From an optimization exercise on the open Yosys and OpenROAD flow, aimed at small area; shortcuts taken in it are not production practice. Only simulation tests tie the RTL to the original design; equivalence was not proved. Power figures rest on the tool's default switching activity, not on a simulated workload.

### flow/design.v
module oregon_core (
    input  wire        clk,
    input  wire        rst,
    input  wire        pulse_valid,
    input  wire [23:0] pulse_d,
    input  wire        cmd_valid,
    input  wire [31:0] cmd,
    output reg         rsp_valid,
    output wire [3:0]  rsp_status,
    output reg  [31:0] rsp_data
);
    localparam [23:0] T_MIN   = 24'd50;
    localparam [23:0] T_SPLIT = 24'd750;
    localparam [23:0] T_MAX   = 24'd1400;
    localparam        REG_CAP = 10;
    localparam [2:0] ST_OK = 3'd0, ST_EMPTY = 3'd1, ST_FULL = 3'd2,
                     ST_BUSY = 3'd3, ST_ILLEGAL = 3'd4, ST_BADARG = 3'd5;
    localparam [1:0] P_SYNC = 2'd0, P_IDENT = 2'd1, P_BODY = 2'd2, P_COMPLETE = 2'd3;
    integer i, k;
    reg  [3:0]  ctrl;                  
    reg  [23:0] pq_buf [0:31];
    reg  [4:0]  pq_wr, pq_rd;
    reg         pq_full;
    reg  [1:0]  bq_buf [0:31];
    reg  [4:0]  bq_wr, bq_rd;
    reg         bq_full;
    reg         dec_cur, dec_hc, dec_first;
    reg  [1:0]  par_state;
    reg  [3:0]  par_nib;
    reg  [1:0]  par_sub;
    reg  [5:0]  par_idx;
    reg         par_bitpar;
    reg         par_matchv;
    reg  [3:0]  par_match;
    reg  [7:0]  par_mlen;
    reg  [7:0]  par_acc;               
    reg  [3:0]  msg [0:31];
    reg         res_done, res_cksok;
    reg  [7:0]  res_calc, res_recv;
    reg  [3:0]  res_slot;
    reg  [7:0]  res_len;
    reg  [31:0] reg_id  [0:REG_CAP-1];
    reg  [7:0]  reg_ch  [0:REG_CAP-1];
    reg  [7:0]  reg_len [0:REG_CAP-1];
    reg  [3:0]  reg_nf  [0:REG_CAP-1];
    reg  [127:0] reg_fld [0:REG_CAP-1];
    reg  [3:0]  reg_count;
    reg  [31:0] id_stage;
    reg  [127:0] fstage;
    reg         pq_ovf, bq_ovf;
    reg  [15:0] cnt [0:7];
    reg  [2:0]  rsp_st;
    assign rsp_status = {1'b0, rsp_st};
    wire [7:0] op = cmd[31:24];
    reg  [23:0] arg_mask;
    always @* begin
        case (op)
            8'h05:               arg_mask = 24'hFFFFFE;
            8'h06:               arg_mask = 24'hFFFFFC;
            8'h07:               arg_mask = 24'hFFFFF0;
            8'h08, 8'h09, 8'h10: arg_mask = 24'hFFFF00;
            8'h0A, 8'h0B:        arg_mask = 24'hFF0000;
            8'h0C:               arg_mask = 24'hF00000;
            8'h0D:               arg_mask = 24'hE00000;
            8'h0E:               arg_mask = 24'hF0FFE0;
            default:             arg_mask = 24'hFFFFFF;
        endcase
    end
    wire legal = (op != 8'h01) && (op <= 8'h10) && ((cmd[23:0] & arg_mask) == 24'd0);
    wire host  = cmd_valid;
    wire [4:0] pq_diff = pq_wr - pq_rd;
    wire [4:0] bq_diff = bq_wr - bq_rd;
    wire pq_empty = !pq_full && (pq_wr == pq_rd);
    wire bq_empty = !bq_full && (bq_wr == bq_rd);
    wire [5:0] pq_cnt = {pq_full, pq_diff};
    wire [5:0] bq_cnt = {bq_full, bq_diff};
    wire eng_parse = !host && ctrl[2] && !bq_empty;
    wire eng_dec   = !host && !eng_parse && ctrl[1] && !pq_empty;
    reg  [23:0] pq_head;
    always @* begin
        pq_head = 24'd0;
        for (i = 0; i < 32; i = i + 1)
            pq_head = pq_head | (pq_buf[i] & {24{pq_rd == i}});
    end
    reg  [1:0] bq_head;
    always @* begin
        bq_head = 2'd0;
        for (i = 0; i < 32; i = i + 1)
            bq_head = bq_head | (bq_buf[i] & {2{bq_rd == i}});
    end
    wire cls_out   = (pq_head < T_MIN) || (pq_head >= T_MAX);
    wire cls_short = !cls_out && (pq_head < T_SPLIT);
    wire [1:0] cls = cls_out ? 2'd2 : (cls_short ? 2'd0 : 2'd1);
    reg        d_cur, d_hc, d_first, d_long, d_prod;
    reg  [1:0] d_sym;
    always @* begin
        d_cur = dec_cur; d_hc = dec_hc; d_first = dec_first;
        d_long = 1'b0; d_prod = 1'b0; d_sym = 2'b00;
        if (cls_out) begin
            d_cur = 1'b0; d_hc = 1'b0; d_first = 1'b1;
            d_prod = 1'b1; d_sym = 2'b10;
        end else begin
            if (!cls_short || dec_first) begin
                d_first = 1'b0;
                d_cur   = ~dec_cur;
                d_long  = 1'b1;
            end else begin
                d_hc = ~dec_hc;
            end
            if (d_hc == 1'b0) begin
                d_prod = 1'b1;
                d_sym  = {1'b0, d_cur};
            end
        end
    end
    wire        d_lost   = d_prod && bq_full;
    wire [31:0] d_result = {pq_head, 1'b0, d_long, cls, d_lost, d_sym, d_prod};
    wire       rdmsg_sel = cmd_valid && (op == 8'h09);
    wire [4:0] mrd_addr  = rdmsg_sel ? cmd[4:0] : (par_idx[4:0] - 5'd1);
    reg  [3:0] mrd;
    always @* begin
        mrd = 4'd0;
        for (i = 0; i < 32; i = i + 1)
            mrd = mrd | (msg[i] & {4{mrd_addr == i}});
    end
    reg         p_en;
    reg  [1:0]  p_sym;
    wire [3:0]  nib_new = {p_sym[0], par_nib[3:1]};
    wire        lk_host = cmd_valid && cmd[28];
    wire [31:0] key_id  = lk_host ? id_stage : {16'd0, msg[3], msg[2], msg[1], msg[0]};
    wire [7:0]  key_ch  = lk_host ? cmd[7:0] : {4'd0, nib_new};
    reg  [REG_CAP-1:0] lk_m, lk_oh;
    reg         lk_found;
    reg  [3:0]  lk_slot;
    reg  [7:0]  lk_len;
    always @* begin
        for (i = 0; i < REG_CAP; i = i + 1)
            lk_m[i] = (i < reg_count) && (reg_id[i] == key_id) && (reg_ch[i] == key_ch);
        lk_found = |lk_m;
        lk_oh    = lk_m & ~(lk_m << 1) & ~(lk_m << 2) & ~(lk_m << 3) & ~(lk_m << 4)
                 & ~(lk_m << 5) & ~(lk_m << 6) & ~(lk_m << 7) & ~(lk_m << 8) & ~(lk_m << 9);
        lk_slot  = 4'd0;
        lk_len   = 8'd0;
        for (i = 0; i < REG_CAP; i = i + 1) begin
            lk_slot = lk_slot | (i[3:0] & {4{lk_oh[i]}});
            lk_len  = lk_len | (reg_len[i] & {8{lk_oh[i]}});
        end
    end
    reg  [1:0]  n_state;
    reg  [3:0]  n_nib;
    reg  [1:0]  n_sub;
    reg  [5:0]  n_idx;
    reg         n_bitpar, n_matchv;
    reg  [3:0]  n_match;
    reg  [7:0]  n_mlen;
    reg         p_completed, p_cksok, p_accepted, p_discarded;
    reg         p_msg_we;
    reg         p_inc_unknown, p_inc_bufovf, p_inc_cksok, p_inc_cksfail, p_inc_discard;
    wire [1:0]  sub_new = par_sub + 2'd1;
    wire [7:0]  p_recv  = {nib_new, mrd};
    wire        p_cks_eq = (par_acc == p_recv);
    always @* begin
        n_state = par_state; n_nib = par_nib; n_sub = par_sub; n_idx = par_idx;
        n_bitpar = par_bitpar; n_matchv = par_matchv; n_match = par_match; n_mlen = par_mlen;
        p_completed = 1'b0; p_cksok = 1'b0; p_accepted = 1'b0; p_discarded = 1'b0;
        p_msg_we = 1'b0;
        p_inc_unknown = 1'b0; p_inc_bufovf = 1'b0; p_inc_cksok = 1'b0;
        p_inc_cksfail = 1'b0; p_inc_discard = 1'b0;
        if (par_state == P_COMPLETE) begin
            p_inc_discard = 1'b1;
            p_discarded   = 1'b1;
        end else if (p_sym == 2'b10) begin
            n_state = P_SYNC; n_nib = 4'd0; n_sub = 2'd0; n_idx = 6'd0;
            n_matchv = 1'b0; n_match = 4'd0; n_mlen = 8'd0;
            n_bitpar = 1'b0;
        end else if (ctrl[3] && par_bitpar) begin
            n_bitpar = 1'b0;
        end else begin
            if (ctrl[3])
                n_bitpar = 1'b1;
            p_accepted = 1'b1;
            n_nib = nib_new;
            if (par_state == P_SYNC) begin
                if (nib_new == 4'hA) begin
                    n_state = P_IDENT; n_sub = 2'd0; n_idx = 6'd0;
                end
            end else begin
                n_sub = sub_new;
                if (sub_new == 2'd0) begin
                    if (par_idx[5]) begin
                        p_inc_bufovf = 1'b1;
                        n_state = P_SYNC; n_nib = 4'd0; n_sub = 2'd0; n_idx = 6'd0;
                        n_matchv = 1'b0; n_match = 4'd0; n_mlen = 8'd0;
                    end else begin
                        p_msg_we = 1'b1;
                        n_idx    = par_idx + 6'd1;
                        if (par_state == P_IDENT && par_idx == 6'd4) begin
                            if (lk_found) begin
                                n_matchv = 1'b1;
                                n_match  = lk_slot;
                                n_mlen   = lk_len;
                                n_state  = P_BODY;
                            end else begin
                                p_inc_unknown = 1'b1;
                                n_state = P_SYNC; n_nib = 4'd0; n_sub = 2'd0; n_idx = 6'd0;
                                n_matchv = 1'b0; n_match = 4'd0; n_mlen = 8'd0;
                            end
                        end else if (par_state == P_BODY && {2'd0, n_idx} == par_mlen) begin
                            p_completed = 1'b1;
                            p_cksok     = p_cks_eq;
                            if (p_cks_eq) begin
                                p_inc_cksok = 1'b1;
                                n_state = P_COMPLETE;
                            end else begin
                                p_inc_cksfail = 1'b1;
                                n_state = P_SYNC; n_nib = 4'd0; n_sub = 2'd0; n_idx = 6'd0;
                                n_matchv = 1'b0; n_match = 4'd0; n_mlen = 8'd0;
                            end
                        end
                    end
                end
            end
        end
    end
    wire [31:0] p_result = {22'd0, n_state, 2'b00, p_sym, p_discarded, p_accepted,
                            p_cksok, p_completed};
    reg  [15:0] cnt_rd;
    always @* begin
        cnt_rd = 16'd0;
        for (i = 0; i < 8; i = i + 1)
            cnt_rd = cnt_rd | (cnt[i] & {16{cmd[2:0] == i}});
    end
    reg         csr_ok;
    reg  [31:0] csr_val;
    always @* begin
        csr_ok  = 1'b1;
        csr_val = 32'd0;
        case (cmd[7:0])
            8'h00: csr_val = {28'd0, ctrl};
            8'h01: csr_val = {22'd0, par_state, res_cksok, res_done, bq_ovf, pq_ovf,
                              bq_full, bq_empty, pq_full, pq_empty};
            8'h02: csr_val = {26'd0, pq_cnt};
            8'h03: csr_val = {26'd0, bq_cnt};
            8'h04: csr_val = {29'd0, dec_first, dec_hc, dec_cur};
            8'h05: csr_val = {par_mlen, 2'd0, par_match, par_matchv, par_bitpar,
                              2'd0, par_idx, par_sub, par_nib, par_state};
            8'h06: csr_val = {res_len, 4'd0, res_slot, res_recv, res_calc};
            8'h07: csr_val = id_stage;
            8'h08: csr_val = {28'd0, reg_count};
            8'h09: csr_val = {16'd0, 3'd0, pq_rd, 3'd0, pq_wr};
            8'h0A: csr_val = {16'd0, 3'd0, bq_rd, 3'd0, bq_wr};
            8'h10, 8'h11, 8'h12, 8'h13, 8'h14, 8'h15, 8'h16, 8'h17:
                   csr_val = {16'd0, cnt_rd};
            8'h1B: csr_val = {8'd0, T_MAX};
            8'h1C: csr_val = {8'd0, T_SPLIT};
            8'h1D: csr_val = {8'd0, T_MIN};
            8'h1E: csr_val = 32'h00040408;
            8'h1F: csr_val = 32'h0A202020;
            default: csr_ok = 1'b0;
        endcase
    end
    wire [3:0] rs_s = cmd[19:16];
    wire [4:0] rs_w = cmd[4:0];
    reg  [31:0]  sl_id;
    reg  [19:0]  sl_meta;
    reg  [127:0] sl_fld;
    always @* begin
        sl_id = 32'd0; sl_meta = 20'd0; sl_fld = 128'd0;
        for (i = 0; i < REG_CAP; i = i + 1) begin
            sl_id   = sl_id   | (reg_id[i]  & {32{rs_s == i}});
            sl_meta = sl_meta | ({reg_nf[i], reg_len[i], reg_ch[i]} & {20{rs_s == i}});
            sl_fld  = sl_fld  | (reg_fld[i] & {128{rs_s == i}});
        end
    end
    reg  [31:0] slot_word;
    always @* begin
        slot_word = 32'd0;
        if (rs_w == 5'd0) slot_word = sl_id;
        if (rs_w == 5'd1) slot_word = {12'd0, sl_meta};
        for (k = 0; k < 8; k = k + 1)
            if (rs_w == k + 2) slot_word = {16'd0, sl_fld[16*k +: 16]};
    end
    reg         do_dec, do_bq_pop;
    reg         do_dec_reset, do_par_reset;
    reg         do_wr_ctrl, do_clr_cnt, do_reg_add, do_set_field;
    reg         do_id_lo, do_id_hi;
    reg  [2:0]  r_status;
    reg  [31:0] r_data;
    wire [4:0] ra_f = cmd[20:16];
    wire [7:0] ra_l = cmd[15:8];
    always @* begin
        do_dec = 1'b0; do_bq_pop = 1'b0; p_en = 1'b0; p_sym = bq_head;
        do_dec_reset = 1'b0; do_par_reset = 1'b0;
        do_wr_ctrl = 1'b0; do_clr_cnt = 1'b0; do_reg_add = 1'b0; do_set_field = 1'b0;
        do_id_lo = 1'b0; do_id_hi = 1'b0;
        r_status = ST_OK; r_data = 32'd0;
        if (!host) begin
            if (eng_parse) begin
                do_bq_pop = 1'b1;
                p_en      = 1'b1;
            end else if (eng_dec) begin
                do_dec = 1'b1;
            end
        end else if (!legal) begin
            r_status = ST_ILLEGAL;
        end else begin
            case (op)
                8'h02:
                    if (ctrl[1])       r_status = ST_BUSY;
                    else if (pq_empty) r_status = ST_EMPTY;
                    else begin
                        do_dec = 1'b1;
                        r_data = d_result;
                    end
                8'h03:
                    if (ctrl[2])       r_status = ST_BUSY;
                    else if (bq_empty) r_status = ST_EMPTY;
                    else begin
                        do_bq_pop = 1'b1;
                        p_en      = 1'b1;
                        r_data    = p_result;
                    end
                8'h04:
                    if (ctrl[2])       r_status = ST_BUSY;
                    else if (bq_empty) r_status = ST_EMPTY;
                    else begin
                        do_bq_pop = 1'b1;
                        r_data    = {30'd0, bq_head};
                    end
                8'h05:
                    if (ctrl[2])       r_status = ST_BUSY;
                    else begin
                        p_en   = 1'b1;
                        p_sym  = {1'b0, cmd[0]};
                        r_data = p_result;
                    end
                8'h06: begin
                    do_dec_reset = cmd[0];
                    do_par_reset = cmd[1];
                end
                8'h07: begin
                    do_wr_ctrl   = 1'b1;
                    do_par_reset = (cmd[3] != ctrl[3]);
                end
                8'h08:
                    if (!csr_ok) r_status = ST_BADARG;
                    else         r_data   = csr_val;
                8'h09:
                    if (cmd[7:5] != 3'd0) r_status = ST_BADARG;
                    else                  r_data   = {28'd0, mrd};
                8'h0A: begin
                    do_id_lo = 1'b1;
                    r_data   = {id_stage[31:16], cmd[15:0]};
                end
                8'h0B: begin
                    do_id_hi = 1'b1;
                    r_data   = {cmd[15:0], id_stage[15:0]};
                end
                8'h0C:
                    if (cmd[19]) r_status = ST_BADARG;
                    else         do_set_field = 1'b1;
                8'h0D:
                    if (ctrl[2])                            r_status = ST_BUSY;
                    else if (ra_f > 5'd8 || ra_l < 8'd7)    r_status = ST_BADARG;
                    else if (reg_count == REG_CAP)          r_status = ST_FULL;
                    else begin
                        do_reg_add = 1'b1;
                        r_data     = {28'd0, reg_count};
                    end
                8'h0E:
                    if ({1'b0, rs_s} >= {1'b0, reg_count} || rs_w >= 5'd10)
                        r_status = ST_BADARG;
                    else
                        r_data = slot_word;
                8'h0F:
                    do_clr_cnt = 1'b1;
                8'h10:
                    r_data = {23'd0, lk_found, 4'd0, lk_slot};
                default: ;
            endcase
        end
    end
    wire        edge_en  = do_wr_ctrl ? cmd[0] : ctrl[0];
    wire        push     = pulse_valid && edge_en;
    wire        push_ovf = push && pq_full && !do_dec;
    wire        push_ok  = push && !push_ovf;
    wire        bq_push  = do_dec && d_prod && !bq_full;
    wire        p_store  = p_en && p_msg_we;
    wire        p_res_we = p_en && p_completed;
    reg  [7:0]  inc;
    always @* begin
        inc    = 8'd0;
        inc[0] = push_ovf;
        inc[1] = do_dec && d_lost;
        inc[2] = do_dec && cls_out;
        inc[3] = p_en && p_inc_unknown;
        inc[4] = p_en && p_inc_cksfail;
        inc[5] = p_en && p_inc_cksok;
        inc[6] = p_en && p_inc_bufovf;
        inc[7] = p_en && p_inc_discard;
    end
    always @(posedge clk) begin
        if (push_ok)
            pq_buf[pq_wr] <= pulse_d;
        if (bq_push)
            bq_buf[bq_wr] <= d_sym;
        if (do_reg_add) begin
            reg_id[reg_count]  <= id_stage;
            reg_ch[reg_count]  <= cmd[7:0];
            reg_len[reg_count] <= ra_l;
            reg_nf[reg_count]  <= ra_f[3:0];
            reg_fld[reg_count] <= fstage;
        end
        if (p_store)
            par_acc <= (par_idx[4:0] == 5'd0) ? 8'd0 : par_acc + {4'd0, mrd};
    end
    always @(posedge clk) begin
        if (rst) begin
            ctrl <= 4'd0;
            pq_wr <= 5'd0; pq_rd <= 5'd0; pq_full <= 1'b0;
            bq_wr <= 5'd0; bq_rd <= 5'd0; bq_full <= 1'b0;
            dec_cur <= 1'b0; dec_hc <= 1'b0; dec_first <= 1'b1;
            par_state <= P_SYNC; par_nib <= 4'd0; par_sub <= 2'd0; par_idx <= 6'd0;
            par_bitpar <= 1'b0; par_matchv <= 1'b0; par_match <= 4'd0; par_mlen <= 8'd0;
            for (i = 0; i < 32; i = i + 1)
                msg[i] <= 4'd0;
            res_done <= 1'b0; res_cksok <= 1'b0; res_calc <= 8'd0; res_recv <= 8'd0;
            res_slot <= 4'd0; res_len <= 8'd0;
            reg_count <= 4'd0;
            id_stage <= 32'd0;
            fstage <= 128'd0;
            pq_ovf <= 1'b0; bq_ovf <= 1'b0;
            for (i = 0; i < 8; i = i + 1)
                cnt[i] <= 16'd0;
            rsp_valid <= 1'b0; rsp_st <= 3'd0; rsp_data <= 32'd0;
        end else begin
            rsp_valid <= host;
            rsp_st    <= r_status;
            rsp_data  <= (r_status == ST_OK) ? r_data : 32'd0;
            if (do_wr_ctrl)
                ctrl <= cmd[3:0];
            if (do_dec)
                pq_rd <= pq_rd + 5'd1;
            if (push_ok)
                pq_wr <= pq_wr + 5'd1;
            if (pq_full)
                pq_full <= !(do_dec && !push);
            else
                pq_full <= push && !do_dec && (pq_diff == 5'd31);
            if (push_ovf)
                pq_ovf <= 1'b1;
            else if (do_clr_cnt)
                pq_ovf <= 1'b0;
            if (bq_push) begin
                bq_wr   <= bq_wr + 5'd1;
                bq_full <= (bq_diff == 5'd31);
            end else if (do_bq_pop) begin
                bq_rd   <= bq_rd + 5'd1;
                bq_full <= 1'b0;
            end
            if (do_dec && d_lost)
                bq_ovf <= 1'b1;
            else if (do_clr_cnt)
                bq_ovf <= 1'b0;
            if (do_dec) begin
                dec_cur <= d_cur; dec_hc <= d_hc; dec_first <= d_first;
            end else if (do_dec_reset) begin
                dec_cur <= 1'b0; dec_hc <= 1'b0; dec_first <= 1'b1;
            end
            if (do_par_reset) begin
                par_state <= P_SYNC; par_nib <= 4'd0; par_sub <= 2'd0; par_idx <= 6'd0;
                par_bitpar <= 1'b0; par_matchv <= 1'b0; par_match <= 4'd0; par_mlen <= 8'd0;
            end else if (p_en) begin
                par_state <= n_state; par_nib <= n_nib; par_sub <= n_sub; par_idx <= n_idx;
                par_bitpar <= n_bitpar; par_matchv <= n_matchv; par_match <= n_match;
                par_mlen <= n_mlen;
            end
            if (p_store)
                msg[par_idx[4:0]] <= nib_new;
            if (p_res_we) begin
                res_done <= 1'b1; res_cksok <= p_cks_eq;
                res_calc <= par_acc; res_recv <= p_recv;
                res_slot <= par_match; res_len <= par_mlen;
            end else if (do_par_reset && op == 8'h06) begin
                res_done <= 1'b0; res_cksok <= 1'b0;
            end
            if (do_reg_add)
                reg_count <= reg_count + 4'd1;
            if (do_id_lo)
                id_stage[15:0] <= cmd[15:0];
            if (do_id_hi)
                id_stage[31:16] <= cmd[15:0];
            if (do_set_field)
                fstage[16*cmd[18:16] +: 16] <= cmd[15:0];
            for (i = 0; i < 8; i = i + 1) begin
                if (do_clr_cnt)
                    cnt[i] <= {15'd0, inc[i]};
                else if (inc[i] && cnt[i] != 16'hFFFF)
                    cnt[i] <= cnt[i] + 16'd1;
            end
        end
    end
endmodule
### flow/run.sh
#!/bin/bash
# synth_recipe.tcl (not shown) runs the flow's synth.tcl, then flattens the netlist and writes it again
# the make line also repeats each setting of config.mk as NAME=value (left out here)
make -C /OpenROAD-flow-scripts/flow DESIGN_CONFIG=/design/flow/config.mk WORK_HOME=/design/flow/orfs CLKGATE_MAP_FILE= SYNTH_SCRIPT=/design/flow/synth_recipe.tcl finish
### flow/config.mk
export PLATFORM = sky130hd
export DESIGN_NAME = oregon_core
export DESIGN_NICKNAME = oregon_core
export VERILOG_FILES = /design/flow/design.v
export SDC_FILE = /design/flow/constraint.sdc
export NUM_CORES = 4
export LEC_CHECK = 0
export CAP_MARGIN = 20
export CORE_MARGIN = 2
export CORE_UTILIZATION = 40
export PLACE_DENSITY = 0.6
export SLEW_MARGIN = 20
### flow/constraint.sdc
create_clock -name core_clock -period 15.0 [get_ports {clk}]
set_input_delay 3.0000 -clock core_clock [delete_from_list [all_inputs] [get_ports {clk}]]
set_output_delay 3.0000 -clock core_clock [all_outputs]
set_load 0.01 [all_outputs]
==> summary.txt, run 1 <==
sequential share of power between 50 and 60%; Setup Skew about 0.12 ns; Final Cycle Share between 60% and 70%; #FFs+latches synth 3185; most common cell in the netlist edfxtp_1; dpl hpwl 367000 um; Clock Tree Buf Depth 4; number of I/O port buffers 95; area of the multi-input gates just under 40000 um^2; RSZ-0062 raised after global routing false; Rel. slew slack about an eighth; largest net degree at the start of global routing 127; switching share of power 21.9%; total wire length 575000 um; Cell Chain, Critical Path clkdlybuf4s50_1 -> buf_4 -> or4_1 -> nor4_2 -> o22ai_2 -> or4_1 -> o31ai_1 -> nand2_1 -> and4b_1 -> nor2b_1 -> nand2_1 -> nor2_4; crit path max fanout 24; die extent in x around 580 um; DR vias roughly 98k; max_cap viols 0; Mapped Nets between 9k and 10k; CTS tree built; Clock transition at path regs 0.06 ns; P_leak 46.2 nW; YS warnings 2; Comb pwr share 3.1%; Starting DRT DRC Count 16.8k; Die ar. 339000 um^2; worst vdd ir 102 uV; EDFF count, synth approximately 2.8k; Die Ht 582 um; Via density 6.76; drt drc 0; WS Path Type input port to flip-flop; crit start category input port; WP data required 15.50 ns; critical path's largest stage delay 1.08 ns; initial core utilization around 40%; Synth area leader edfxtp_1; register area 91500 um^2; Top-Level Pins 97; Critical Path AT 10.22 ns; Setup violations, final 0; # resized after CTS 0; Synth Instances 9714; Final Wtd Congestion 1.06; outcome finished clean; Mean Syn Cell Area 13.8 um^2; Synth Cell Area 134000 um^2; Fin Setup TNS 0 ns; post-synthesis compound-gate area fraction 14.9%; CP Buf/Inv Count 2; internal power 14.7 mW; synth-to-layout area growth 14.2%; synth unique cells 124; gr usage total 32.8%; Cell Pwr Density about 120 nW/um^2; DRT Pass-1 Iters 10; Most used DFF post-synth edfxtp_1; Rows 212; post-synthesis sequential area ratio about two thirds; crit end category flip-flop; Final Hold Fails 0; Final min period just under 10 ns; post-synthesis simple-gate area fraction 9.45%; WL/cell 39.5 um; core area 333000 um^2; crit path max-delay cell type nor2_4; dpl ws roughly 4.7 ns; initial antenna violation count 58; layout cell share with drive strength beyond 1 12.1%; worst skew pair latency roughly 1 ns; Post-CTS Setup Bufs 0; Peak Freq 0.103 GHz; H-tree depth 5; first-pass GRT wire length 779000 um; Synth top area share slightly above 60%; antenna-violating nets left 0; XOR/XNOR Fraction of Synth Area between 2 and 2.5%; clock root cell clkbuf_16; slew at the pin closest to its max-slew limit 1.30 ns; GRT overflow 0; final setup margin around 5.3 ns; Tightest Hold Check Type flip-flop to flip-flop; vias in the first global route 91.6k; Synth top cells by count 2768 x edfxtp_1, 628 x nand2_1, 605 x nor2_1; Pins Over Slew Limit 0; async set-or-reset flop fraction in the synthesized netlist 0%; mux contribution to synthesized area roughly 1.9%; synth top area cells edfxtp_1 62%, dfxtp_1 6.2%, a22oi_1 3.1%, a221oi_1 2.4%, a22o_1 2.1%; total clock sinks 3185; Clk pwr share a little under half; CP delay by family, top simple AND/OR/NAND/NOR gates; hold_buf cts 0; switching pwr 4.13 mW; Fill cells 29.2k; Synth Area in Adders 0.634%; CTS Buf Count 346; nets@finish around 10k; largest family of logic cells by synthesized area compound AO/OA/AOI/OAI gates
-- layout make-up --
class,instances,area share [%]
Tap cell,4387,3.59
Timing Repair Buffer,464,2.58
Inverter,168,0.413
Clock inverter,187,1.37
Sequential cell,3185,59.9
Antenna cell,30,0.0491
Clock buffer,454,6.17
Multi-Input combinational cell,5690,26.0
-- flip-flops by register name (all words and copies together) (netlist names), 32 cells and up --
register,count
reg_id,320
reg_len,80
msg,128
reg_nf,40
reg_fld,1280
id_stage,32
fstage,128
rsp_data,32
bq_buf,64
pq_buf,768
reg_ch,80
cnt,128
-- power by group through the flow --
stage,logic [mW],registers [mW],clock network (mW)
3_3_place_gp,0.561,9.76,0
6_report,0.585,9.57,8.73
4_1_cts,0.566,9.57,8.77
2_1_floorplan,0.265,9.75,0
5_1_grt,0.592,9.57,9.10
3_5_place_dp,0.564,9.76,0
-- worst reg2reg max path: stages (launching register included) --
cell       delay (ns)
dfxtp_1          0.41
inv_1            0.13
ha_1             0.30
nor3b_1          0.18
xnor2_1          0.70
nor2_1           0.19
a32o_1           0.53
a22o_1           0.35
a221o_1          0.28
a21oi_1          0.18
nand4_1          0.13
a2111oi_2        0.64
inv_1            0.10
ha_1             0.30
or4_1            0.51
nor4_1           0.44
nand2_1          0.11
mux2_2           0.44
a21oi_1          0.48
nand3_1          0.17
a21oi_1          0.73
nand2_1          0.14
o21ai_1          0.11
-- through the flow --
step	instances	hold slack (ns)	instance area (um^2)	power [mW]	util [%]
4_1_cts	14500	0.453	153000	18.9	45.8
6_report	14600	0.457	153000	18.9	45.9
3_5_place_dp	13900	0.446	141000	10.3	42.4
5_1_grt	14500	0.473	153000	19.3	45.9
3_3_place_gp	13900	0.441	141000	10.3	42.3
2_1_floorplan	9714	0.430	134000	10.0	-
-- cell usage in the layout, fill, tap and decap left out, drive strengths merged, types with 129 or more instances in the layout --
cell,instances
a21oi,294
a221oi,366
a222oi,129
a22o,316
a22oi,544
buf,391
clkbuf,454
clkinv,133
dfxtp,417
edfxtp,2768
inv,174
nand2,632
nand3,219
nand4,167
nor2,608
o21ai,211
xnor2,203
xor2,138
-- logic make-up after synthesis --
group	Yosys count
flip-flops	3185
AO/OA/AOI/OAI	2616
AND/OR/NAND/NOR	2455
buffers and inverters	839
XOR/XNOR	341
multiplexers	211
adder cells (fa/ha/maj)	66
other	1
-- worst paths after layout --
path         slack [ns]                     from  depth (start not counted)                       end
min                0.46  res_len[4]$_SDFFE_PP0P_                          2   res_len[4]$_SDFFE_PP0P_
max                5.28                  cmd[15]                         12   pq_buf[8][17]$_DFFE_PP_
min reg2reg        0.46  res_len[4]$_SDFFE_PP0P_                          2   res_len[4]$_SDFFE_PP0P_
max reg2reg        7.36  par_idx[0]$_SDFFE_PP0P_                         22  par_mlen[7]$_SDFFE_PP0P_
-- layer usage --
layer	up-vias	GRT usage (%)	routed length [um]
met1	50300	44.0	220000
met5	-	0	252
li1	39300	-	-
met2	7334	48.1	247000
met3	1515	8.31	67600
met4	40	19.5	39800
==> run 2: changes to the inputs <==
--- a/flow/design.v
+++ b/flow/design.v
@@ -17,6 +17,8 @@
                      ST_BUSY = 3'd3, ST_ILLEGAL = 3'd4, ST_BADARG = 3'd5;
     localparam [1:0] P_SYNC = 2'd0, P_IDENT = 2'd1, P_BODY = 2'd2, P_COMPLETE = 2'd3;
     integer i, k;
+    reg  [19:0] sl_meta;               
+    reg  [7:0]  inc;                   
     reg  [3:0]  ctrl;                  
     reg  [23:0] pq_buf [0:31];
     reg  [4:0]  pq_wr, pq_rd;
@@ -224,12 +226,18 @@
     end
     wire [31:0] p_result = {22'd0, n_state, 2'b00, p_sym, p_discarded, p_accepted,
                             p_cksok, p_completed};
+    wire        rdcsr_sel = cmd_valid && (op == 8'h08);
+    reg  [7:0]  cnt_oh;
     reg  [15:0] cnt_rd;
     always @* begin
+        for (i = 0; i < 8; i = i + 1)
+            cnt_oh[i] = rdcsr_sel ? (cmd[2:0] == i) : ((i != 0 && i != 2) && inc[i]);
         cnt_rd = 16'd0;
         for (i = 0; i < 8; i = i + 1)
-            cnt_rd = cnt_rd | (cnt[i] & {16{cmd[2:0] == i}});
+            cnt_rd = cnt_rd | (cnt[i] & {16{cnt_oh[i]}});
     end
+    wire [15:0] cnt_rd_inc = cnt_rd + 16'd1;
+    wire        cnt_rd_sat = &cnt_rd;
     reg         csr_ok;
     reg  [31:0] csr_val;
     always @* begin
@@ -262,7 +270,6 @@
     wire [3:0] rs_s = cmd[19:16];
     wire [4:0] rs_w = cmd[4:0];
     reg  [31:0]  sl_id;
-    reg  [19:0]  sl_meta;
     reg  [127:0] sl_fld;
     always @* begin
         sl_id = 32'd0; sl_meta = 20'd0; sl_fld = 128'd0;
@@ -387,7 +394,6 @@
     wire        bq_push  = do_dec && d_prod && !bq_full;
     wire        p_store  = p_en && p_msg_we;
     wire        p_res_we = p_en && p_completed;
-    reg  [7:0]  inc;
     always @* begin
         inc    = 8'd0;
         inc[0] = push_ovf;
@@ -414,90 +420,77 @@
         if (p_store)
             par_acc <= (par_idx[4:0] == 5'd0) ? 8'd0 : par_acc + {4'd0, mrd};
     end
+    wire        nrst  = ~rst;
+    wire        par_clr = rst | do_par_reset;
+    wire        cnt_clr = rst | do_clr_cnt;
     always @(posedge clk) begin
-        if (rst) begin
-            ctrl <= 4'd0;
-            pq_wr <= 5'd0; pq_rd <= 5'd0; pq_full <= 1'b0;
-            bq_wr <= 5'd0; bq_rd <= 5'd0; bq_full <= 1'b0;
-            dec_cur <= 1'b0; dec_hc <= 1'b0; dec_first <= 1'b1;
-            par_state <= P_SYNC; par_nib <= 4'd0; par_sub <= 2'd0; par_idx <= 6'd0;
-            par_bitpar <= 1'b0; par_matchv <= 1'b0; par_match <= 4'd0; par_mlen <= 8'd0;
-            for (i = 0; i < 32; i = i + 1)
-                msg[i] <= 4'd0;
-            res_done <= 1'b0; res_cksok <= 1'b0; res_calc <= 8'd0; res_recv <= 8'd0;
-            res_slot <= 4'd0; res_len <= 8'd0;
-            reg_count <= 4'd0;
-            id_stage <= 32'd0;
-            fstage <= 128'd0;
-            pq_ovf <= 1'b0; bq_ovf <= 1'b0;
-            for (i = 0; i < 8; i = i + 1)
-                cnt[i] <= 16'd0;
-            rsp_valid <= 1'b0; rsp_st <= 3'd0; rsp_data <= 32'd0;
-        end else begin
-            rsp_valid <= host;
-            rsp_st    <= r_status;
-            rsp_data  <= (r_status == ST_OK) ? r_data : 32'd0;
-            if (do_wr_ctrl)
-                ctrl <= cmd[3:0];
-            if (do_dec)
-                pq_rd <= pq_rd + 5'd1;
-            if (push_ok)
-                pq_wr <= pq_wr + 5'd1;
-            if (pq_full)
-                pq_full <= !(do_dec && !push);
-            else
-                pq_full <= push && !do_dec && (pq_diff == 5'd31);
-            if (push_ovf)
-                pq_ovf <= 1'b1;
-            else if (do_clr_cnt)
-                pq_ovf <= 1'b0;
-            if (bq_push) begin
-                bq_wr   <= bq_wr + 5'd1;
-                bq_full <= (bq_diff == 5'd31);
-            end else if (do_bq_pop) begin
-                bq_rd   <= bq_rd + 5'd1;
-                bq_full <= 1'b0;
-            end
-            if (do_dec && d_lost)
-                bq_ovf <= 1'b1;
-            else if (do_clr_cnt)
-                bq_ovf <= 1'b0;
-            if (do_dec) begin
-                dec_cur <= d_cur; dec_hc <= d_hc; dec_first <= d_first;
-            end else if (do_dec_reset) begin
-                dec_cur <= 1'b0; dec_hc <= 1'b0; dec_first <= 1'b1;
-            end
-            if (do_par_reset) begin
-                par_state <= P_SYNC; par_nib <= 4'd0; par_sub <= 2'd0; par_idx <= 6'd0;
-                par_bitpar <= 1'b0; par_matchv <= 1'b0; par_match <= 4'd0; par_mlen <= 8'd0;
-            end else if (p_en) begin
-                par_state <= n_state; par_nib <= n_nib; par_sub <= n_sub; par_idx <= n_idx;
-                par_bitpar <= n_bitpar; par_matchv <= n_matchv; par_match <= n_match;
-                par_mlen <= n_mlen;
-            end
-            if (p_store)
-                msg[par_idx[4:0]] <= nib_new;
-            if (p_res_we) begin
-                res_done <= 1'b1; res_cksok <= p_cks_eq;
-                res_calc <= par_acc; res_recv <= p_recv;
-                res_slot <= par_match; res_len <= par_mlen;
-            end else if (do_par_reset && op == 8'h06) begin
-                res_done <= 1'b0; res_cksok <= 1'b0;
-            end
-            if (do_reg_add)
-                reg_count <= reg_count + 4'd1;
-            if (do_id_lo)
-                id_stage[15:0] <= cmd[15:0];
-            if (do_id_hi)
-                id_stage[31:16] <= cmd[15:0];
-            if (do_set_field)
-                fstage[16*cmd[18:16] +: 16] <= cmd[15:0];
-            for (i = 0; i < 8; i = i + 1) begin
-                if (do_clr_cnt)
-                    cnt[i] <= {15'd0, inc[i]};
-                else if (inc[i] && cnt[i] != 16'hFFFF)
-                    cnt[i] <= cnt[i] + 16'd1;
-            end
+        rsp_valid <= host & nrst;
+        rsp_st    <= r_status;
+        rsp_data  <= (r_status == ST_OK) ? r_data : 32'd0;
+    end
+    always @(posedge clk) begin
+        if (rst | do_wr_ctrl)
+            ctrl <= cmd[3:0] & {4{nrst}};
+        if (rst | do_dec)
+            pq_rd <= (pq_rd + 5'd1) & {5{nrst}};
+        if (rst | push_ok)
+            pq_wr <= (pq_wr + 5'd1) & {5{nrst}};
+        pq_full <= nrst & (pq_full ? !(do_dec && !push)
+                                   : (push && !do_dec && (pq_diff == 5'd31)));
+        pq_ovf  <= nrst & (push_ovf | (pq_ovf & ~do_clr_cnt));
+        if (rst | bq_push)
+            bq_wr <= (bq_wr + 5'd1) & {5{nrst}};
+        if (rst | do_bq_pop)
+            bq_rd <= (bq_rd + 5'd1) & {5{nrst}};
+        if (rst | bq_push | do_bq_pop)
+            bq_full <= nrst & bq_push & (bq_diff == 5'd31);
+        bq_ovf  <= nrst & ((do_dec & d_lost) | (bq_ovf & ~do_clr_cnt));
+        if (rst | do_dec | do_dec_reset) begin
+            dec_cur   <= nrst & do_dec & d_cur;
+            dec_hc    <= nrst & do_dec & d_hc;
+            dec_first <= rst | !do_dec | d_first;
         end
+        if (par_clr | p_en) begin
+            par_state  <= n_state  & {2{~par_clr}};
+            par_nib    <= n_nib    & {4{~par_clr}};
+            par_sub    <= n_sub    & {2{~par_clr}};
+            par_idx    <= n_idx    & {6{~par_clr}};
+            par_bitpar <= n_bitpar & ~par_clr;
+            par_matchv <= n_matchv & ~par_clr;
+            par_match  <= n_match  & {4{~par_clr}};
+            par_mlen   <= n_mlen   & {8{~par_clr}};
+        end
+        for (i = 0; i < 32; i = i + 1)
+            if (rst | (p_store && par_idx[4:0] == i))
+                msg[i] <= nib_new & {4{nrst}};
+        if (rst | p_res_we) begin
+            res_calc <= par_acc   & {8{nrst}};
+            res_recv <= p_recv    & {8{nrst}};
+            res_slot <= par_match & {4{nrst}};
+            res_len  <= par_mlen  & {8{nrst}};
+        end
+        if (rst | p_res_we | (do_par_reset && op == 8'h06)) begin
+            res_done  <= nrst & p_res_we;
+            res_cksok <= nrst & p_res_we & p_cks_eq;
+        end
+        if (rst | do_reg_add)
+            reg_count <= (reg_count + 4'd1) & {4{nrst}};
+        if (rst | do_id_lo)
+            id_stage[15:0] <= cmd[15:0] & {16{nrst}};
+        if (rst | do_id_hi)
+            id_stage[31:16] <= cmd[15:0] & {16{nrst}};
+        for (i = 0; i < 8; i = i + 1)
+            if (rst | (do_set_field && cmd[18:16] == i))
+                fstage[16*i +: 16] <= cmd[15:0] & {16{nrst}};
+        for (i = 0; i < 8; i = i + 1)
+            if (i == 0 || i == 2) begin
+                if (cnt_clr | (inc[i] && cnt[i] != 16'hFFFF))
+                    cnt[i] <= ((cnt[i] + 16'd1) & {16{~cnt_clr}})
+                            | {15'd0, cnt_clr & nrst & inc[i]};
+            end else begin
+                if (cnt_clr | (inc[i] && !cnt_rd_sat))
+                    cnt[i] <= (cnt_rd_inc & {16{~cnt_clr}})
+                            | {15'd0, cnt_clr & nrst & inc[i]};
+            end
     end
 endmodule
--- a/flow/config.mk
+++ b/flow/config.mk
@@ -7,6 +7,9 @@
 export LEC_CHECK = 0
 export CAP_MARGIN = 20
 export CORE_MARGIN = 2
-export CORE_UTILIZATION = 40
+export CORE_UTILIZATION = 45
+export CTS_BUF_LIST = sky130_fd_sc_hd__clkbuf_16
+export CTS_CLUSTER_DIAMETER = 100
+export CTS_CLUSTER_SIZE = 25
 export PLACE_DENSITY = 0.6
 export SLEW_MARGIN = 20
==> summary.txt, run 2 <==
outcome finished clean; CTS tree built; #FFs+latches synth 3185; most frequent CP cell buf_4; drt drc 0; P_leak 43.8 nW; dpl hpwl 345000 um; Util after Layout about half; slew at the pin closest to its max-slew limit 1.37 ns; Clock Tree Buf Depth 4; critical path's largest stage delay 0.90 ns; crit path max-delay cell type mux2i_2; Worst Hold Path Cells 2; number of I/O port buffers 95; crit start category input port; Starting DRT DRC Count 17.0k; Die ar. 297000 um^2; EDFF count, synth 3146; # resized after CTS 0; Synth Cell Area 132000 um^2; total wire length 537000 um; register area 95300 um^2; initial core utilization 45.2%; H-tree depth 4; CP Launch Point cmd_valid; Fill cells around 24k; Post-CTS Setup Bufs 0; Min-Delay Startpoint pq_ovf$_DFF_P_; CTS Buf Count 160; Mean Syn Cell Area 15.1 um^2; Pins Over Slew Limit 0; DRT Pass-1 Iters 13; dpl ws about 1.8 ns; WS Path Type input port to flip-flop; commonest non-fill, non-tap cell in the layout edfxtp_1; die extent in x 545 um; synth-to-layout area growth 9.21%; clock root cell clkbuf_16; synth unique cells 106; layout cell share with drive strength beyond 1 9.68%; Fin Setup TNS 0 ns; initial antenna violation count 49; Setup Skew approximately 0.089 ns; Synth area leader edfxtp_1; area of the multi-input gates 34500 um^2; max FFs per register 1280; total clock sinks around 3.2k; Synth top cells by count 3146 x edfxtp_1, 599 x a22oi_1, 408 x clkbuf_1; RSZ-0062 raised after global routing false; Rows 198; worst vdd ir 118 uV; async set-or-reset flop fraction in the synthesized netlist 0%; Peak Freq 0.0817 GHz; Most used DFF post-synth edfxtp_1; Synth top area share between 70% and 80%; Mapped Nets 8819; Cell Pwr Density between 100 and 150 nW/um^2; Tightest Hold Check Type flip-flop to flip-flop; nets@finish 8901; Critical Path AT 12.84 ns; Largest regs reg_fld (1280), pq_buf (768), reg_id (320); DR vias about 90k; Largest Register reg_fld; Setup violations, final 0; core area 291000 um^2; hold_buf cts 0; Top-Level Pins 97; first-pass GRT wire length about 720000 um; Final Hold Fails 0; WP data required between 15 and 20 ns; Via density 7.11; crit path max fanout 26; Worst R2R Path Depth 31; synth top area cells edfxtp_1 72%, a22oi_1 3.4%, nand3_1 1.5%, a222oi_1 1.5%, a221oi_1 1.4%; Final Cycle Share 81.6%; gr usage total 35.3%; Synth Instances between 8k and 9k; most frequent cells in the layout 3146 x edfxtp_1, 599 x a22oi_1, 399 x nand2_1; largest net degree at the start of global routing between 100 and 150; GRT overflow 0; max_cap viols 0; Rel. slew slack 8.89%; WL/cell 42.1 um; worst skew pair latency between 0.9 and 1 ns; crit end category flip-flop; Clock transition at path regs 0.11 ns; antenna-violating nets left 0; R2R Path Start par_idx[0]$_DFFE_PP_; Final Wtd Congestion 1.04; Die Ht 545 um; final setup margin 2.76 ns; most common cell in the netlist edfxtp_1; YS warnings 3; vias in the first global route 83.0k; post-synthesis sequential area ratio roughly 72%; Final min period 12.24 ns
run 2: cell count changes in the layout (fill, tap and decap cells not counted), moves of 169 or more:
cell / before / now
edfxtp_1: 2768 / 3146
dfxtp_1: 410 / 39
nor2_1: 565 / 319
nand2_1: 625 / 399
clkbuf_16: 354 / 162
nand3_1: 218 / 387
run 2: cell type report:
cell class | instances | share of cell area (%)
Antenna cell | 31 | 0.0539
Inverter | 152 | 0.397
Clock inverter | 55 | 0.388
Multi-Input combinational cell | 4811 | 24.0
Timing Repair Buffer | 474 | 2.74
Sequential cell | 3185 | 66.2
Tap cell | 3900 | 3.39
Clock buffer | 162 | 2.82
run 2: kinds of logic (layout without fill, tap and decap cells):
group / Yosys count / count (layout) / share of synthesized area (%)
flops: 3185 / 3185 / 72.3
simple gates: 1916 / 1916 / 7.64
fa+ha+maj: 57 / 57 / 0.559
other cells: 1 / 32 / 0.00285
buf+inv: 706 / 843 / 2.07
compound gates: 2334 / 2334 / 13.5
mux: 196 / 196 / 1.81
xor+xnor: 307 / 307 / 2.04
run 2: metal layers:
metal	part of all wire, %	vias up	track usage [%]
met5	0.035	-	0
met4	6.1	28	18.3
met3	12	1294	8.17
met2	44	7032	52.6
met1	38	46800	48.4
li1	-	35700	-
run 2: power by group:
group | switching, mW | leakage [nW] | internal [mW]
Sequential | 0.176 | 29.0 | 9.97
Clock | 2.91 | 2.32 | 2.03
Combinational | 1.35 | 12.5 | 0.501
run 2: worst paths after layout:
| path | end | slack [ns] |
|---|---|---|
| max | cnt[7][6]$_DFFE_PP_ | 2.76 |
| max reg2reg | cnt[7][6]$_DFFE_PP_ | 5.20 |
| min reg2reg | pq_ovf$_DFF_P_ | 0.48 |
| min | pq_ovf$_DFF_P_ | 0.48 |
run 2: worst max-delay path, delay by kind of cell:
family | cells | cell delay [ns]
mux | 1 | 0.90
fa+ha+maj | 2 | 0.65
compound gates | 9 | 2.88
simple gates | 9 | 2.35
buf+inv | 10 | 2.94
run 2: per-stage QoR:
step,hold slack [ns],area [um^2],total power [mW],cells
after detailed placement,0.457,139000,12.1,12500
after CTS,0.472,144000,16.9,12700
after global placement,0.449,139000,12.1,12500
final,0.478,144000,16.9,12800
after floorplan,0.436,132000,11.2,8702
after global routing,0.506,144000,17.3,12700
==> run 3: changes to the inputs <==
==> flow/flow/run.sh (new file) <==
#!/bin/bash
# Own layout flow: the standard flow (standard.sh) with two changes,
#  * synthesis maps the logic with an area-oriented ABC script (flow/abc_area.script)
#    instead of ORFS's delay-oriented one; everything else in the synthesis, including
#    the flip-flop mapping and naming, is synth_recipe.tcl unchanged;
#  * clock tree synthesis clusters up to 25 sinks per clkbuf_16 leaf buffer;
#  * ports are buffered with buf_1 cells.
# Each tool's output goes to the ORFS logs under orfs/logs; make's output to flow_make.log.
set -euo pipefail
W=$(pwd)
F=$W/flow

# ORFS's synth.tcl with only the ABC script replaced
sed 's#^\(  *\)log_cmd abc {\*}\$abc_args#\1set abc_args [lreplace $abc_args 1 1 '"$F"'/abc_area.script]\n\1log_cmd abc {*}$abc_args#' \
    "$FLOW_HOME/scripts/synth.tcl" > "$W/synth_area.tcl"
grep -q "abc_area.script" "$W/synth_area.tcl"
# The standard flow's synthesis script, sourcing that copy
sed 's#source \$::env(SCRIPTS_DIR)/synth.tcl#source '"$W"'/synth_area.tcl#' "$W/synth_recipe.tcl" > "$W/synth_own.tcl"
grep -q "synth_area.tcl" "$W/synth_own.tcl"

# standard.sh with the synthesis script swapped
sed 's#SYNTH_SCRIPT=[^ ]*#SYNTH_SCRIPT='"$W"'/synth_own.tcl#' "$W/standard.sh" > "$W/own.sh"
grep -q "synth_own.tcl" "$W/own.sh"

CTS="-sink_clustering_enable -repair_clock_nets -sink_clustering_size 25 -sink_clustering_max_diameter 100 -buf_list sky130_fd_sc_hd__clkbuf_16"
bash "$W/own.sh" "CTS_ARGS=$CTS" "BUFFER_PORTS_ARGS=-buffer_cell sky130_fd_sc_hd__buf_1" finish > "$W/flow_make.log" 2>&1
test -s "$W/out/final.def"
==> flow/flow/abc_area.script (new file) <==
&get -n
&st
&dch
&nf -R 1000 -p -C 32 -F 8 -A 8
&put
==> flow/standard.sh (new file) <==
#!/bin/bash
# synth_recipe.tcl (not shown) runs the flow's synth.tcl, then flattens the netlist and writes it again
# the make line also repeats each setting of config.mk as NAME=value (left out here)
make -C /OpenROAD-flow-scripts/flow DESIGN_CONFIG=/design/flow/config.mk WORK_HOME=/design/flow/orfs CLKGATE_MAP_FILE= SYNTH_SCRIPT=/design/flow/synth_recipe.tcl "${@:-finish}"
--- a/flow/config.mk
+++ b/flow/config.mk
@@ -8,8 +8,5 @@
 export CAP_MARGIN = 20
 export CORE_MARGIN = 2
 export CORE_UTILIZATION = 45
-export CTS_BUF_LIST = sky130_fd_sc_hd__clkbuf_16
-export CTS_CLUSTER_DIAMETER = 100
-export CTS_CLUSTER_SIZE = 25
 export PLACE_DENSITY = 0.6
 export SLEW_MARGIN = 20
removed: flow/run.sh
==> summary.txt, run 3 <==
WS Path Type input port to flip-flop; vias in the first global route 74.6k; crit path max fanout 16; Synth area leader edfxtp_1; commonest non-fill, non-tap cell in the layout edfxtp_1; Final min period 11.58 ns; drt drc 0; clock root cell clkbuf_16; crit start category input port; CTS Buf Count ~150; Rel. slew slack 11.1%; Post-CTS Setup Bufs 0; total clock sinks approximately 3.2k; layout cell share with drive strength beyond 1 8.37%; RSZ-0062 raised after global routing false; die extent in x 525 um; #FFs+latches synth 3185; core area 271000 um^2; final setup margin 3.42 ns; number of I/O port buffers between 90 and 100; P_leak 40.8 nW; Top-Level Pins 97; gr usage total 31.0%; WL/cell 38.8 um; CTS tree built; outcome finished clean; Mapped Nets 7296; Cell Pwr Density 119 nW/um^2; dpl hpwl 271000 um; register area 95300 um^2; worst skew pair latency 0.88 ns; YS warnings 3; Clock Tree Buf Depth 3; Setup violations, final 0; critical path's largest stage delay 0.71 ns; synth-to-layout area growth 10.2%; Tightest Hold Check Type flip-flop to flip-flop; Largest Register reg_fld; EDFF count, synth about 3.1k; async set-or-reset flop fraction in the synthesized netlist 0%; crit end category flip-flop; first-pass GRT wire length between 600000 and 700000 um; initial antenna violation count 36; Final Wtd Congestion 1.04; post-synthesis sequential area ratio 77.9%; final total power around 16 mW; nets@finish slightly below 8k; Critical Path AT approximately 12 ns; dpl ws 2.40 ns; max FFs per register approximately 1.3k; largest net degree at the start of global routing 124; # resized after CTS 0; total wire length 441000 um; Setup Skew 0.0391 ns; H-tree depth 4; initial core utilization 45.2%; Rows 191; CP delay by family, top simple AND/OR/NAND/NOR gates; Synth top area share 77.3%; DRT Pass-1 Iters 13; synth unique cells 65; Peak Freq 0.0864 GHz; Mean Syn Cell Area 17.0 um^2; GRT overflow 0; synth top area cells edfxtp_1 77%, a222oi_1 5.6%, a22oi_1 1.5%, nand2_1 1.4%, nand4_1 1.3%; Clock transition at path regs about 0.1 ns; crit path max-delay cell type nor3_1; Most used DFF post-synth edfxtp_1; Pins Over Slew Limit 0; Via density between 7 and 8; Util after Layout between 40% and 50%; worst vdd ir roughly 130 uV; Final Hold Fails 0; Die ar. 276000 um^2; Final Cycle Share slightly below 80%; WP data required 15.58 ns; DR vias approximately 80k; hold_buf cts 0; most common cell in the netlist edfxtp_1; Synth Cell Area 122000 um^2; slew at the pin closest to its max-slew limit 1.33 ns; Die Ht 525 um; max_cap viols 0; Starting DRT DRC Count 16.8k; most frequent cells in the layout 3146 x edfxtp_1, 688 x a222oi_1, 469 x nand2_1; area of the multi-input gates 27500 um^2; Fin Setup TNS 0 ns; most frequent CP cell nand2_1; CP Buf/Inv Count 3; Synth Instances 7179; Largest regs reg_fld (1280), pq_buf (768), reg_id (320); antenna-violating nets left 0; Synth top cells by count 3146 x edfxtp_1, 688 x a222oi_1, 469 x nand2_1; Fill cells 22.4k
-- run 3: cell type report --
cell class | count | share of cell area (%)
clock buffers | 151 | 2.80
well taps | 3570 | 3.31
clock inverters | 43 | 0.375
flip-flops and latches | 3185 | 70.7
diodes | 15 | 0.0279
repair buffers | 419 | 2.26
inverters | 61 | 0.170
multi-input cells | 3932 | 20.4
-- run 3: kinds of logic (layout without fill, tap and decap cells) --
logic type | Yosys count | count (layout) | synth area share, %
adders and majority gates | 57 | 57 | 0.602
and+or+nand+nor | 1689 | 1689 | 6.79
AOI/OAI and AO/OA | 1959 | 1959 | 12.9
xor gates and xnor gates | 203 | 203 | 1.45
muxes | 23 | 23 | 0.191
other | 1 | 16 | 0.00307
buffers and inverters | 62 | 674 | 0.193
DFF | 3185 | 3185 | 77.9
-- run 3: worst paths after layout --
path,slack [ns],depth (start not counted),startpoint,to
setup reg to reg,5.27,29,pq_rd[1]$_DFFE_PP_,cnt[7][5]$_DFFE_PP_
hold / removal,0.47,2,pq_ovf$_DFF_P_,pq_ovf$_DFF_P_
setup / recovery,3.42,31,cmd[28],cnt[1][12]$_DFFE_PP_
hold reg to reg,0.47,2,pq_ovf$_DFF_P_,pq_ovf$_DFF_P_
-- run 3: layer usage --
| layer | share of wire [%] | routed length, um | global-route usage (%) | vias up |
|---|---|---|---|---|
| li1 | - | - | - | 32200 |
| met1 | 38 | 168000 | 43.1 | 41200 |
| met2 | 45 | 198000 | 47.2 | 5722 |
| met3 | 11 | 49500 | 5.88 | 876 |
| met4 | 5.6 | 24900 | 15.1 | 16 |
| met5 | 0.024 | 105 | 0 | - |
-- run 3: worst reg2reg max path, delay by kind of cell (launching register included) --
| family | cells | cell delay (ns) |
|---|---|---|
| xor+xnor | 1 | 0.20 |
| fa+ha+maj | 2 | 0.58 |
| simple gates | 14 | 5.23 |
| buf+inv | 6 | 1.49 |
| flops | 1 | 0.57 |
| compound gates | 6 | 1.42 |
-- run 3: power breakdown --
group	total [mW]	switching, mW	internal (mW)	leakage (nW)
clock	4.66	2.75	1.92	2.16
sequential	10.1	0.185	9.95	29.1
combinational	1.28	0.938	0.343	9.48
total	16.1	3.87	12.2	40.8
-- run 3: stage by stage --
stage,area [um^2],std cells,hold slack (ns)
after floorplan,122000,7179,0.425
after global placement,130000,11200,0.444
after detailed placement,130000,11200,0.450
after CTS,135000,11400,0.470
after global routing,135000,11400,0.527
final,135000,11400,0.472
==> run 4: changes to the inputs <==
--- a/flow/flow/run.sh
+++ b/flow/flow/run.sh
@@ -1,9 +1,9 @@
 #!/bin/bash
-# Own layout flow: the standard flow (standard.sh) with two changes,
+# Own layout flow: the standard flow (standard.sh) with these changes:
 #  * synthesis maps the logic with an area-oriented ABC script (flow/abc_area.script)
 #    instead of ORFS's delay-oriented one; everything else in the synthesis, including
 #    the flip-flop mapping and naming, is synth_recipe.tcl unchanged;
-#  * clock tree synthesis clusters up to 25 sinks per clkbuf_16 leaf buffer;
+#  * clock tree synthesis clusters up to 25 sinks per clkbuf_16 leaf buffer, without dummy loads;
 #  * ports are buffered with buf_1 cells.
 # Each tool's output goes to the ORFS logs under orfs/logs; make's output to flow_make.log.
 set -euo pipefail
@@ -22,6 +22,6 @@
 sed 's#SYNTH_SCRIPT=[^ ]*#SYNTH_SCRIPT='"$W"'/synth_own.tcl#' "$W/standard.sh" > "$W/own.sh"
 grep -q "synth_own.tcl" "$W/own.sh"
 
-CTS="-sink_clustering_enable -repair_clock_nets -sink_clustering_size 25 -sink_clustering_max_diameter 100 -buf_list sky130_fd_sc_hd__clkbuf_16"
+CTS="-sink_clustering_enable -repair_clock_nets -sink_clustering_size 25 -sink_clustering_max_diameter 100 -buf_list sky130_fd_sc_hd__clkbuf_16 -dont_use_dummy_load"
 bash "$W/own.sh" "CTS_ARGS=$CTS" "BUFFER_PORTS_ARGS=-buffer_cell sky130_fd_sc_hd__buf_1" finish > "$W/flow_make.log" 2>&1
 test -s "$W/out/final.def"
==> summary.txt, run 4 <==
layout cell share with drive strength beyond 1 8.12%; Critical Path AT approximately 12 ns; H-tree depth 4; synth-to-layout area growth 9.80%; sequential share of power around 64%; async set-or-reset flop fraction in the synthesized netlist 0%; Clock transition at path regs 0.10 ns; commonest non-fill, non-tap cell in the layout edfxtp_1; Final Wtd Congestion 1.04; DRT Pass-1 Iters 13; CP Launch Point cmd[28]; Largest Register reg_fld; most frequent cells in the layout 3146 x edfxtp_1, 688 x a222oi_1, 469 x nand2_1; WP data required 15.55 ns; #FFs+latches synth 3185; outcome finished clean; total wire length between 400000 and 500000 um; EDFF count, synth 3146; WL/cell 38.9 um; hold_buf cts 0; worst vdd ir between 100 and 150 uV; initial antenna violation count 39; Most used DFF post-synth edfxtp_1; Die ar. 276000 um^2; Rel. slew slack 15.4%; number of I/O port buffers 95; worst skew pair latency ~0.9 ns; Via density 7.05; crit start category input port; gr usage total 31.0%; Top-Level Pins 97; switching share of power 23.6%; Cell Pwr Density ~120 nW/um^2; switching pwr roughly 3.7 mW; Mean Syn Cell Area ~17 um^2; Pins Over Slew Limit 0; Die Ht 525 um; Worst R2R Path Depth 31; end of the worst register-to-register path cnt[7][0]$_DFFE_PP_; Peak Freq 0.0862 GHz; slew at the pin closest to its max-slew limit 1.26 ns; Clock Tree Buf Depth 3; RSZ-0062 raised after global routing false; Rows approximately 190; post-synthesis sequential area ratio between 70% and 80%; Util after Layout 49.6%; Comb pwr share 8.1%; Final Hold Fails 0; Largest regs reg_fld (1280), pq_buf (768), reg_id (320); total clock sinks between 3k and 4k; dpl hpwl 271000 um; Mapped Nets between 7k and 8k; Final min period ~12 ns; Clk pwr share 27.8%; core area 271000 um^2; Synth top area share between 70% and 80%; crit path max-delay cell type nor4_2; die extent in x between 500 and 600 um; clock root cell clkbuf_16; P_leak between 40 and 50 nW; largest net degree at the start of global routing 124; Synth top cells by count 3146 x edfxtp_1, 688 x a222oi_1, 469 x nand2_1; Tightest Hold Check Type flip-flop to flip-flop; most common cell in the netlist edfxtp_1; Synth Instances 7179; Starting DRT DRC Count approximately 16k; max_cap viols 0; critical path's largest stage delay 0.68 ns; Critical path destination cnt[6][12]$_DFFE_PP_; most frequent CP cell nand2_1; first-pass GRT wire length 605000 um; Synth Cell Area 122000 um^2; # resized after CTS 0; synth unique cells 65; synth top area cells edfxtp_1 77%, a222oi_1 5.6%, a22oi_1 1.5%, nand2_1 1.4%, nand4_1 1.3%; FF-to-FF setup slack roughly 5.3 ns; GRT overflow 0; DR vias 79.9k; CTS Buf Count 149; YS warnings 3; vias in the first global route between 70k and 80k; antenna-violating nets left 0; internal power 12.1 mW; WS Path Type input port to flip-flop; Final Cycle Share 77.3%; final total power 15.8 mW; Post-CTS Setup Bufs 0; Fin Setup TNS 0 ns; initial core utilization around 45%; drt drc 0; R2R Path Start pq_rd[1]$_DFFE_PP_; Setup Skew 0.0890 ns; Setup violations, final 0; crit path max fanout 16; crit end category flip-flop; CTS tree built; max FFs per register 1280; Synth area leader edfxtp_1; nets@finish slightly below 8k
run 4: cell counts after synthesis:
Identical to the previous run, type by type.
run 4: kinds of logic after synthesis:
| logic type | Yosys count | share of synthesized area [%] |
|---|---|---|
| AND/OR/NAND/NOR | 1689 | 6.79 |
| other | 1 | 0.00307 |
| buffers and inverters | 62 | 0.193 |
| AO/OA/AOI/OAI | 1959 | 12.9 |
| multiplexers | 23 | 0.191 |
| flip-flops | 3185 | 77.9 |
| adder cells (fa/ha/maj) | 57 | 0.602 |
| XOR/XNOR | 203 | 1.45 |
run 4: critical path, delay by kind of cell:
| kind | cells | cell delay [ns] |
|---|---|---|
| AO/OA/AOI/OAI | 5 | 2.04 |
| adder cells (fa/ha/maj) | 2 | 0.68 |
| buffers and inverters | 3 | 0.79 |
| AND/OR/NAND/NOR | 21 | 5.58 |
run 4: final cells by class:
class / instances / area [um^2]
antenna: 16 / 40.0
fill: 22400 / 136000
tap: 3570 / 4470
sequential: 3185 / 95300
multi-input combinational: 3932 / 27500
inverter: 61 / 229
clock buffer: 149 / 3730
timing repair buffer: 420 / 3050
run 4: layer usage:
metal / part of all wire, % / track usage [%]
met1: 38 / 42.8
met2: 45 / 47.3
met3: 11 / 5.94
met4: 5.7 / 15.1
met5: 0.034 / 0
run 4: worst min-delay path by stage:
stage,startpoint,end,slack (ns),cells after the start
2_1_floorplan,bq_ovf$_DFF_P_,bq_ovf$_DFF_P_,0.43,2
3_3_place_gp,bq_ovf$_DFF_P_,bq_ovf$_DFF_P_,0.44,2
3_5_place_dp,pq_ovf$_DFF_P_,pq_ovf$_DFF_P_,0.45,2
4_1_cts,pq_ovf$_DFF_P_,pq_ovf$_DFF_P_,0.46,2
5_1_grt,pq_ovf$_DFF_P_,pq_ovf$_DFF_P_,0.52,2
6_report,pq_ovf$_DFF_P_,pq_ovf$_DFF_P_,0.47,2
run 4: per-stage QoR:
stage / instances / hold WS, ns / cell area [um^2] / setup slack [ns]
after detailed placement: 11200 / 0.450 / 130000 / 2.40
after global routing: 11300 / 0.521 / 134000 / 2.73
after floorplan: 7179 / 0.425 / 122000 / -0.369
final: 11300 / 0.466 / 134000 / 3.40
after CTS: 11300 / 0.464 / 134000 / 3.22
after global placement: 11200 / 0.444 / 130000 / 2.84
run 4: power groups by stage:
| stage | Sequential [mW] | Clock (mW) | Combinational (mW) |
|---|---|---|---|
| detailed placement | 10.3 | 0 | 1.24 |
| global route | 10.2 | 4.72 | 1.33 |
| floorplan | 10.3 | 0 | 0.616 |
| global placement | 10.3 | 0 | 1.23 |
| CTS | 10.1 | 4.44 | 1.25 |
| finish | 10.1 | 4.40 | 1.28 |
==> run 5: changes to the inputs <==
--- a/flow/config.mk
+++ b/flow/config.mk
@@ -8,5 +8,5 @@
 export CAP_MARGIN = 20
 export CORE_MARGIN = 2
 export CORE_UTILIZATION = 45
-export PLACE_DENSITY = 0.6
+export PLACE_DENSITY = 0.72
 export SLEW_MARGIN = 20
==> summary.txt, run 5 <==
Tightest Hold Check Type flip-flop to flip-flop; Setup Skew 0.0912 ns; hold slack 0.484 ns; crit path max-delay cell type o21ai_1; Synth top area share 77.3%; max_cap viols 0; Most used DFF post-synth edfxtp_1; synth unique cells 65; initial antenna violation count 31; Setup violations, final 0; Synth Instances 7179; outcome finished clean; Synth Cell Area 122000 um^2; Synth area leader edfxtp_1; synth top area cells edfxtp_1 77%, a222oi_1 5.6%, a22oi_1 1.5%, nand2_1 1.4%, nand4_1 1.3%; total clock sinks between 3k and 4k; DP Cell Count 11.2k; Die Ht 525 um; dpl ws around 2.1 ns; crit start category input port; final setup margin 3.01 ns; Peak Freq 0.0834 GHz; die extent in x 525 um; Mean Syn Cell Area 17.0 um^2; hold_buf cts 0; final total power 15.9 mW; max FFs per register 1280; Rel. slew slack between 10% and 20%; Die ar. 276000 um^2; WP data required around 16 ns; crit path max fanout 16; CP delay by family, top simple AND/OR/NAND/NOR gates; Mapped Nets 7296; post-synthesis sequential area ratio 77.9%; Final min period 11.99 ns; YS warnings 3; most frequent cells in the layout 3146 x edfxtp_1, 688 x a222oi_1, 469 x nand2_1; initial core utilization 45.2%; CTS tree built; WL/cell 37.9 um; Final Wtd Congestion ~1.1; DR vias between 80k and 90k; Critical Path AT 12.55 ns; number of I/O port buffers between 90 and 100; EDFF count, synth 3146; RSZ-0062 raised after global routing false; most frequent CP cell nand2_1; #FFs+latches synth 3185; worst vdd ir 134 uV; Cell Pwr Density about 120 nW/um^2; crit end category flip-flop; synth-to-layout area growth 9.76%; commonest non-fill, non-tap cell in the layout edfxtp_1; drt drc 0; Final Non-Filler Cells 11.3k; nets@finish 7856; CP Buf/Inv Count 4; core area 271000 um^2; layout cell share with drive strength beyond 1 between 7 and 8%; slew at the pin closest to its max-slew limit roughly 1.3 ns; Largest regs reg_fld (1280), pq_buf (768), reg_id (320); Clock transition at path regs 0.12 ns; Starting DRT DRC Count 17.3k; critical path's largest stage delay about 0.7 ns; most common cell in the netlist edfxtp_1; Synth top cells by count 3146 x edfxtp_1, 688 x a222oi_1, 469 x nand2_1; Top-Level Pins 97; clock root cell clkbuf_16; # resized after CTS 0; worst skew pair latency roughly 0.9 ns; dpl hpwl around 270000 um; async set-or-reset flop fraction in the synthesized netlist 0%; largest net degree at the start of global routing approximately 120; Final Hold Fails 0; total wire length about 430000 um; Rows 191; Post-CTS Setup Bufs 0; Final Cycle Share 79.9%; Largest Register reg_fld; first-pass GRT wire length ~590000 um; gr usage total 30.0%; WS Path Type input port to flip-flop; CTS Buf Count about 160; vias in the first global route 74.8k; H-tree depth 4; DRT Pass-1 Iters 14; antenna-violating nets left 0; GRT overflow 0; Via density 7.14; Pins Over Slew Limit 0; Clock Tree Buf Depth 4; P_leak 40.5 nW
run 5: cell counts after synthesis:
Identical to the previous run, type by type.
run 5: worst reg2reg max path, delay by kind of cell, from the launching register on:
family                   cells  cell delay (ns)
AND/OR/NAND/NOR             14             4.53
adder cells (fa/ha/maj)      2             0.76
buffers and inverters        6             2.23
flip-flops                   1             0.96
AO/OA/AOI/OAI                5             1.87
XOR/XNOR                     1             0.16
run 5: final cells by class:
cell class | instances | area (um^2)
fillers | 22100 | 136000
flip-flops and latches | 3185 | 95300
multi-input cells | 3932 | 27400
well taps | 3570 | 4470
clock buffers | 156 | 3900
repair buffers | 403 | 2870
inverters | 61 | 229
diodes | 16 | 40.0
run 5: power by group:
group          switching (mW)  total [mW]  internal [mW]  leakage, nW
registers               0.195        10.1           9.95         29.1
clock network            2.63        4.50           1.87         1.92
logic                   0.906        1.24          0.337         9.39
run 5: worst paths after layout:
| kind | to | slack [ns] | cells past startpoint | from |
|---|---|---|---|---|
| worst max-delay path | cnt[7][3]$_DFFE_PP_ | 3.01 | 32 | cmd[28] |
| worst min register to register | pq_ovf$_DFF_P_ | 0.48 | 2 | pq_ovf$_DFF_P_ |
| worst max register to register | cnt[7][3]$_DFFE_PP_ | 4.17 | 28 | pq_rd[4]$_DFFE_PP_ |
| worst min-delay path | pq_ovf$_DFF_P_ | 0.48 | 2 | pq_ovf$_DFF_P_ |
run 5: cells by family (layout without fill, tap and decap cells):
| group | count (synthesis) | count (layout) | share of synthesized area, % |
|---|---|---|---|
| flip-flops | 3185 | 3185 | 77.9 |
| AO/OA/AOI/OAI | 1959 | 1959 | 12.9 |
| AND/OR/NAND/NOR | 1689 | 1689 | 6.79 |
| XOR/XNOR | 203 | 203 | 1.45 |
| buffers and inverters | 62 | 620 | 0.193 |
| adder cells (fa/ha/maj) | 57 | 57 | 0.602 |
| multiplexers | 23 | 23 | 0.191 |
| other | 1 | 17 | 0.00307 |
run 5: metal layers:
layer  vias up  track usage, %  wire length (um)
met5         -               0               163
met4        18            14.8             25500
met3       949            7.29             59700
met2      6877            44.7            190000
met1     40800            41.3            154000
li1      32200               -                 -
run 5: per-stage QoR:
step	instance area, um^2	TNS, ns	util [%]
2_1_floorplan	122000	-1.54	-
4_1_cts	134000	0	49.6
6_report	134000	0	49.6
3_3_place_gp	130000	0	48.1
3_5_place_dp	130000	0	48.1
5_1_grt	134000	0	49.6

==> what the ideal ports hide <==
In the flow no input, the clock included, has a driving cell. The finished layouts below were timed again as built, in two steps. Step 1 assumes that a clkbuf_16 drives the clock port and a buf_2 every other input. Step 2 also shifts input and output timing later by t, the mid clock arrival at the registers, as if the neighbouring blocks saw the same clock. a / b / c = no drivers / after step 1 / after step 2; a / b = the first two.
| run | shift t [ns] | setup slack, ns | worst setup path at the end | worst register clock-pin slew, ns | pins driven straight from the clock port |
|---|---|---|---|---|---|
| run 1 | 1.051 | 5.283 / 5.362 / 4.311 | input to register | 0.07 / 0.07 | 1 |
| run 2 | 0.992 | 2.758 / 2.836 / 1.844 | input to register | 0.11 / 0.11 | 1 |
| run 3 | 0.954 | 3.421 / 3.495 / 2.541 | input to register | 0.11 / 0.11 | 1 |
| run 4 | 0.917 | 3.401 / 3.462 / 2.545 | input to register | 0.11 / 0.11 | 1 |
| run 5 | 0.964 | 3.011 / 3.069 / 2.105 | input to register | 0.12 / 0.12 | 1 |
After both steps every run listed still meets setup and hold. The setup slack of run 1, which loses most, moves by +0.079 ns with the drivers and by -0.972 ns with both steps.
